Context: an optimization exercise on an open-source flow, tuned for small area, a short achievable clock period and few clock cycles. The choices shown serve that exercise and are no tape-out recipe.
Function was checked by simulation only, so behaviour that the tests miss may differ from the original.
Power is estimated from default activity; no workload was simulated.

<file path="design/flow/run.sh">
#!/bin/bash
# synth_recipe.tcl (not shown) runs the flow's synth.tcl, then flattens the netlist and writes it again
# the make line also repeats each setting of config.mk as NAME=value (left out here)
make -C /OpenROAD-flow-scripts/flow DESIGN_CONFIG=/design/flow/config.mk WORK_HOME=/design/flow/orfs CLKGATE_MAP_FILE= SYNTH_SCRIPT=/design/flow/synth_recipe.tcl finish
</file>
<file path="design/flow/constraint.sdc">
create_clock -name core_clock -period 12.0 [get_ports {clk}]
set_input_delay 2.4000 -clock core_clock [delete_from_list [all_inputs] [get_ports {clk}]]
set_output_delay 2.4000 -clock core_clock [all_outputs]
set_load 0.01 [all_outputs]
</file>
<file path="design/flow/config.mk">
export PLATFORM = sky130hd
export DESIGN_NAME = slm_window
export DESIGN_NICKNAME = slm_window
export VERILOG_FILES = /design/flow/design.v
export SDC_FILE = /design/flow/constraint.sdc
export NUM_CORES = 4
export LEC_CHECK = 0
export CAP_MARGIN = 40
export CORE_MARGIN = 2
export CORE_UTILIZATION = 25
export PLACE_DENSITY_LB_ADDON = 0.1
export SLEW_MARGIN = 20
</file>
<file path="design/flow/design.v">
module slm_window (
    input  wire        clk,
    input  wire        rst,         
    input  wire        cmd_valid,
    output wire        cmd_ready,
    input  wire [1:0]  cmd_op,      
    input  wire [3:0]  cmd_id,      
    input  wire [63:0] cmd_data,    
    output wire        out_valid,
    input  wire        out_ready,
    output reg  [63:0] out_data,
    output wire        out_last
);
    localparam [1:0] OP_BEGIN  = 2'd0;
    localparam [1:0] OP_UPDATE = 2'd1;
    localparam [1:0] OP_END    = 2'd2;
    localparam [63:0] W = 64'd300;
    localparam [2:0] S_IDLE     = 3'd0;
    localparam [2:0] S_BDIV     = 3'd1;   
    localparam [2:0] S_SEL      = 3'd2;   
    localparam [2:0] S_AVG_LOAD = 3'd3;   
    localparam [2:0] S_AVG_STEP = 3'd4;   
    localparam [2:0] S_OUT      = 3'd5;   
    reg [2:0] state;
    reg [63:0]  acc_e   [0:4];
    reg [63:0]  acc_min [0:7];
    reg [63:0]  acc_max [0:7];
    reg [127:0] acc_sum [0:7];
    reg [31:0]  acc_n;
    reg [63:0]  win_bucket;
    reg         win_active;
    reg [63:0]  avg [0:7];
    reg [63:0]  bq;
    reg [8:0]   br;
    reg [5:0]   bcnt;
    reg [127:0] dq;
    reg [31:0]  dr;
    reg [6:0]   dcnt;
    reg [2:0]   k;
    reg [63:0]  new_bucket;
    reg [4:0]   widx;
    assign cmd_ready = (state == S_IDLE);
    assign out_valid = (state == S_OUT);
    assign out_last  = (state == S_OUT) && (widx == 5'd30);
    wire cmd_fire = cmd_valid && cmd_ready;
    wire out_fire = out_valid && out_ready;
    wire [9:0]  b_shift = {br, bq[63]};
    wire        b_ge    = (b_shift >= 10'd300);
    wire [9:0]  b_sub   = b_shift - 10'd300;
    wire [32:0] d_shift = {dr, dq[127]};
    wire        d_ge    = (d_shift >= {1'b0, acc_n});
    wire [32:0] d_sub   = d_shift - {1'b0, acc_n};
    wire [3:0]  upd_k    = cmd_id - 4'd6;
    wire [63:0] upd_v    = cmd_data;
    wire [63:0] cur_min  = acc_min[upd_k[2:0]];
    wire [63:0] cur_max  = acc_max[upd_k[2:0]];
    wire [127:0] cur_sum = acc_sum[upd_k[2:0]];
    wire [63:0] nxt_min  = (acc_n == 32'd0) ? upd_v :
                           ((upd_v < cur_min) ? upd_v : cur_min);
    wire [63:0] nxt_max  = (upd_v > cur_max) ? upd_v : cur_max;
    wire [127:0] nxt_sum = cur_sum + {64'd0, upd_v};
    wire [63:0] ws = win_bucket * W;
    integer i;
    task start_window;
        input [63:0] b;
        begin
            for (i = 0; i < 5; i = i + 1) acc_e[i] <= 64'd0;
            for (i = 0; i < 8; i = i + 1) begin
                acc_min[i] <= 64'd0;
                acc_max[i] <= 64'd0;
                acc_sum[i] <= 128'd0;
            end
            acc_n      <= 32'd0;
            win_bucket <= b;
            win_active <= 1'b1;
        end
    endtask
    always @(posedge clk) begin
        if (rst) begin
            state      <= S_IDLE;
            win_active <= 1'b0;
        end else begin
            case (state)
                S_IDLE: begin
                    if (cmd_fire) begin
                        case (cmd_op)
                            OP_BEGIN: begin
                                bq    <= cmd_data;
                                br    <= 9'd0;
                                bcnt  <= 6'd0;
                                state <= S_BDIV;
                            end
                            OP_UPDATE: begin
                                if (cmd_id >= 4'd1 && cmd_id <= 4'd5)
                                    acc_e[cmd_id - 4'd1] <= upd_v;
                                else if (cmd_id >= 4'd6 && cmd_id <= 4'd13) begin
                                    acc_min[upd_k[2:0]] <= nxt_min;
                                    acc_max[upd_k[2:0]] <= nxt_max;
                                    acc_sum[upd_k[2:0]] <= nxt_sum;
                                end
                            end
                            OP_END: begin
                                acc_n <= acc_n + 32'd1;
                            end
                            default: ;
                        endcase
                    end
                end
                S_BDIV: begin
                    br   <= b_ge ? b_sub[8:0] : b_shift[8:0];
                    bq   <= {bq[62:0], b_ge};
                    bcnt <= bcnt + 6'd1;
                    if (bcnt == 6'd63)
                        state <= S_SEL;
                end
                S_SEL: begin
                    if (!win_active) begin
                        start_window(bq);
                        state <= S_IDLE;
                    end else if (bq == win_bucket) begin
                        state <= S_IDLE;
                    end else if (acc_n == 32'd0) begin
                        start_window(bq);
                        state <= S_IDLE;
                    end else begin
                        new_bucket <= bq;
                        k          <= 3'd0;
                        state      <= S_AVG_LOAD;
                    end
                end
                S_AVG_LOAD: begin
                    dq    <= acc_sum[k];
                    dr    <= 32'd0;
                    dcnt  <= 7'd0;
                    state <= S_AVG_STEP;
                end
                S_AVG_STEP: begin
                    dr   <= d_ge ? d_sub[31:0] : d_shift[31:0];
                    dq   <= {dq[126:0], d_ge};
                    dcnt <= dcnt + 7'd1;
                    if (dcnt == 7'd127) begin
                        avg[k] <= {dq[62:0], d_ge};
                        k      <= k + 3'd1;
                        if (k == 3'd7) begin
                            widx  <= 5'd0;
                            state <= S_OUT;
                        end else begin
                            state <= S_AVG_LOAD;
                        end
                    end
                end
                S_OUT: begin
                    if (out_fire) begin
                        widx <= widx + 5'd1;
                        if (widx == 5'd30) begin
                            start_window(new_bucket);
                            state <= S_IDLE;
                        end
                    end
                end
                default: state <= S_IDLE;
            endcase
        end
    end
    always @(*) begin
        out_data = 64'd0;
        case (widx)
            5'd0:  out_data = ws;
            5'd1:  out_data = {32'd0, acc_n};
            5'd2:  out_data = acc_e[0];
            5'd3:  out_data = acc_e[1];
            5'd4:  out_data = acc_e[2];
            5'd5:  out_data = acc_e[3];
            5'd6:  out_data = acc_e[4];
            5'd7:  out_data = acc_min[0];
            5'd8:  out_data = avg[0];
            5'd9:  out_data = acc_max[0];
            5'd10: out_data = acc_min[1];
            5'd11: out_data = avg[1];
            5'd12: out_data = acc_max[1];
            5'd13: out_data = acc_min[2];
            5'd14: out_data = avg[2];
            5'd15: out_data = acc_max[2];
            5'd16: out_data = acc_min[3];
            5'd17: out_data = avg[3];
            5'd18: out_data = acc_max[3];
            5'd19: out_data = acc_min[4];
            5'd20: out_data = avg[4];
            5'd21: out_data = acc_max[4];
            5'd22: out_data = acc_min[5];
            5'd23: out_data = avg[5];
            5'd24: out_data = acc_max[5];
            5'd25: out_data = acc_min[6];
            5'd26: out_data = avg[6];
            5'd27: out_data = acc_max[6];
            5'd28: out_data = acc_min[7];
            5'd29: out_data = avg[7];
            5'd30: out_data = acc_max[7];
            default: out_data = 64'd0;
        endcase
    end
endmodule
</file>
==> run summary <==
final timing paths:
kind	slack, ns	cells after the start	to	from
worst max-delay path	1.52	19	out_data[55]	win_bucket[7]$_DFFE_PP_
worst min-delay path	0.45	2	win_active$_SDFFE_PP0P_	win_active$_SDFFE_PP0P_
worst max register to register	5.29	12	acc_sum[0][42]$_SDFFE_PP0P_	bq[44]$_DFFE_PP_
worst min register to register	0.45	2	win_active$_SDFFE_PP0P_	win_active$_SDFFE_PP0P_
placed cells by master (no fill, tap or decap), drive strengths merged, types with 577 or more instances in the layout:
master,Yosys,layout
nand2,2401,2401
buf,388,663
nor4,577,577
dfxtp,2375,2375
nor3,833,833
a21oi,949,949
nand3,891,891
a22o,678,678
edfxtp,926,926
clkbuf,1444,642
o21ai,864,864
mux4,768,768
nor2,1363,1363
a22oi,640,640
layer usage:
| layer | vias to the layer above | share of wire | wire length, um | track usage |
|---|---|---|---|---|
| met4 | 24 | 0.032 | 31400 | 0.0710 |
| met5 | - | 0.00017 | 164 | 0 |
| met3 | 1336 | 0.069 | 66900 | 0.0368 |
| li1 | 70973 | - | - | - |
| met1 | 84211 | 0.45 | 435000 | 0.357 |
| met2 | 6846 | 0.45 | 439000 | 0.406 |
through the flow:
stage / area (um^2) / std cells / power, mW / setup WS [ns]
2_1_floorplan: 182000 / 19148 / 16.8 / 0.620
3_3_place_gp: 194000 / 27593 / 19.0 / 2.16
3_5_place_dp: 196000 / 27705 / 19.1 / 2.42
4_1_cts: 209000 / 28495 / 32.3 / 1.45
5_1_grt: 210000 / 28525 / 33.3 / 1.24
6_report: 210000 / 28558 / 32.1 / 1.52
power groups by stage:
stage               Clock (mW)  Combinational, mW  Sequential [mW]
floorplan                    0               3.56             13.2
global placement             0               5.44             13.6
detailed placement           0               5.51             13.6
CTS                       13.4               5.53             13.3
global route              13.8               6.00             13.5
finish                    13.2               5.54             13.3
kinds of logic (layout without fill, tap and decap cells):
kind of cell | Yosys count | count (layout) | share of synthesized area
muxes | 1235 | 1235 | 0.122
and+or+nand+nor | 6887 | 6887 | 0.174
other | 0 | 38 | 0
AOI/OAI and AO/OA | 4661 | 4661 | 0.186
xor gates and xnor gates | 249 | 249 | 0.0120
DFF | 3301 | 3301 | 0.415
adders and majority gates | 534 | 534 | 0.0415
buffers and inverters | 2281 | 2046 | 0.0502
flip-flops by register name, summed over array words and instances, names as in the netlist, named ones only:
name / flops
win_active: 1
widx: 5
new_bucket: 64
acc_max: 512
acc_e: 320
dcnt: 7
state: 3
acc_sum: 1024
br: 9
win_bucket: 64
bcnt: 6
acc_n: 32
bq: 64
acc_min: 512
dq: 128
k: 3
dr: 32
avg: 512
critical path, stage by stage (launching register included):
cell             delay, ns
edfxtp_1              0.52
ha_1                  0.35
ha_1                  0.29
fa_1                  0.49
inv_1                 0.05
fa_1                  0.47
inv_1                 0.04
ha_1                  0.38
nand2_1               0.09
or2_2                 0.34
nor4b_1               0.52
o21ai_0               0.29
a21oi_1               0.57
a21o_1                0.31
a31oi_1               0.26
o2111a_1              0.37
nor3_1                0.60
nor3_1                0.09
o31ai_1               0.36
clkdlybuf4s50_1       0.61
final cells by class:
class / instances / area [um^2]
Fill cell: 75745 / 515000
Multi-Input combinational cell: 13566 / 98100
Sequential cell: 3301 / 75400
Clock buffer: 636 / 12300
Tap cell: 9607 / 12000
Timing Repair Buffer: 807 / 8800
Inverter: 449 / 1690
Clock inverter: 154 / 1540
Antenna cell: 38 / 95.1
==> run summary <==
- Synth top area cells: dfxtp_1, edfxtp_1, mux4_2, nand2_1, a22o_1
- Post-synth EDFFs: around 930
- Maximum root-to-sink buffer count: 4
- Top cell type's share of synthesized area: 0.262
- Fin crit share: 0.873
- Final wirelength: 973,000 um
- Hold WS: 0.449 ns
- CTS tree: built
- DIE HEIGHT: around 860 um
- Synthesized netlist cell count: 19,148
- Setup total negative slack: 0 ns
- Final ANT Viol Nets: 0
- Internal power: 22.3 mW
- Fraction of layout cells with a size suffix above 1: 0.138
- Max-cap violations: 0
- Largest net degree at the start of global routing: about 170
- Clock sinks: about 3,300
- Maximum fanout along the worst path: 6
- Hold Crit Class: flip-flop to flip-flop
- P_sw: 9.83 mW
- Gate power share: 0.173
- Fmax: 95.5 MHz
- Req. time, crit path: roughly 9.6 ns
- Net count after synthesis: 19,756
- Power Density: 153 nW/um^2
- Detailed Place HPWL: 605,000 um
- Flop and latch count out of synthesis: about 3,300
- Yosys warning count: 1
- Area Overhead vs Synth: 15.6%
- Fin nets: between 15,000 and 20,000
- Root Buffer: clkbuf_16
- First-pass GRT wire length: 1,330,000 um
- Core Util, Final: 0.290
- Worst slew pin tran: 1.15 ns
- Clock-pin slew on the worst setup and hold paths: about 0.06 ns
- Final Critical Period: 10.48 ns
- Total number of vias: 163,390
- RSZ-0062 raised after global routing: no
- Status: complete, no violations
- Most common cell in the netlist: nand2_1
- Synth area leader: dfxtp_1
- Crit start category: flip-flop
- Sw Share: 0.306
- Final setup vio count: 0
- Kind of critical path: flip-flop to primary output
- Clock latency at the later pin of the worst-skew pair: 1.12 ns
- Post-CTS sizing: 0
- Commonest cells in the netlist: nand2_1, dfxtp_1, clkbuf_1, nor2_1, a21oi_1
- Clock power frac: 0.412
- Post-synthesis sequential area ratio: 0.415
- Rows: 313
- Cell variety after synth: 95
- Post-CTS setup buffer count: 0
- Post-synth ARST share: 0
- GRT overflow: 0
- Lkg Pwr: roughly 76 nW
- Area of the core: 725,000 um^2
- PortBufs: 140
- Die X-Extent: 856 um
- Element type at the critical path end: primary output
- Initial antenna violation count: between 100 and 150
- Drt first-iter violations: 19,345
- Top_reg_cell synth: dfxtp_1
- Vias in the first global route: about 150k
- Post-synthesis average cell area: 9.48 um^2
- Relative slew slack: 0.235
- Via/cell ratio: 5.72
- Hold Violations, Final: 0
- CTS H-Tree Depth: 5
- Initial Utilization: 0.250
- Max-slew violations: 0
- Arrival @ worst endpoint: 8.08 ns
- Gpl congestion: about 0.83
- # IOs: 141
- Pre-antenna DRT Iters: 8
- Per-cell routed wire length: 34.1 um
- Die ar.: 733,000 um^2
- Worst Skew: 0.109 ns
- Post-synthesis cell area: 182,000 um^2
- Worst VDD drop: 115 uV
- Sequential Power Share: 0.416
- CTS Buf Count: 421
- Drt drc: 0
- Hold_buf cts: 0
- Total track usage: 0.254
Testbench counts, summed over its fixed seeds: cycles 288,598.

==> static timing again, ports no longer ideal <==
In the flow no input, the clock included, has a driving cell. The finished layout below was timed again as built, in two steps. Step 1 (the two cells are an assumption about what drives the block):
set clk [get_ports {clk}]
set_driving_cell -lib_cell sky130_fd_sc_hd__clkbuf_16 $clk
set_driving_cell -lib_cell sky130_fd_sc_hd__buf_2 [delete_from_list [all_inputs] $clk]
Step 2 adds t to the input delays and takes it off the output delays; t is the mean of the earliest and latest rising clock arrival at the registers after step 1. Input paths then give back, and output paths get back, about the clock's delay inside the block. Three values: ideal ports, drivers, drivers and shift; two values: the first two.
shift t [ns]: 1.198
slack for setup (ns): 1.524 / 1.388 / 2.264
worst setup path at the end: input to register
slew at the worst register clock pin (ns): 0.07 / 0.07
After both steps setup and hold are still met in this run. The setup slack of this run moves by -0.136 ns with the drivers and by +0.740 ns with both steps.
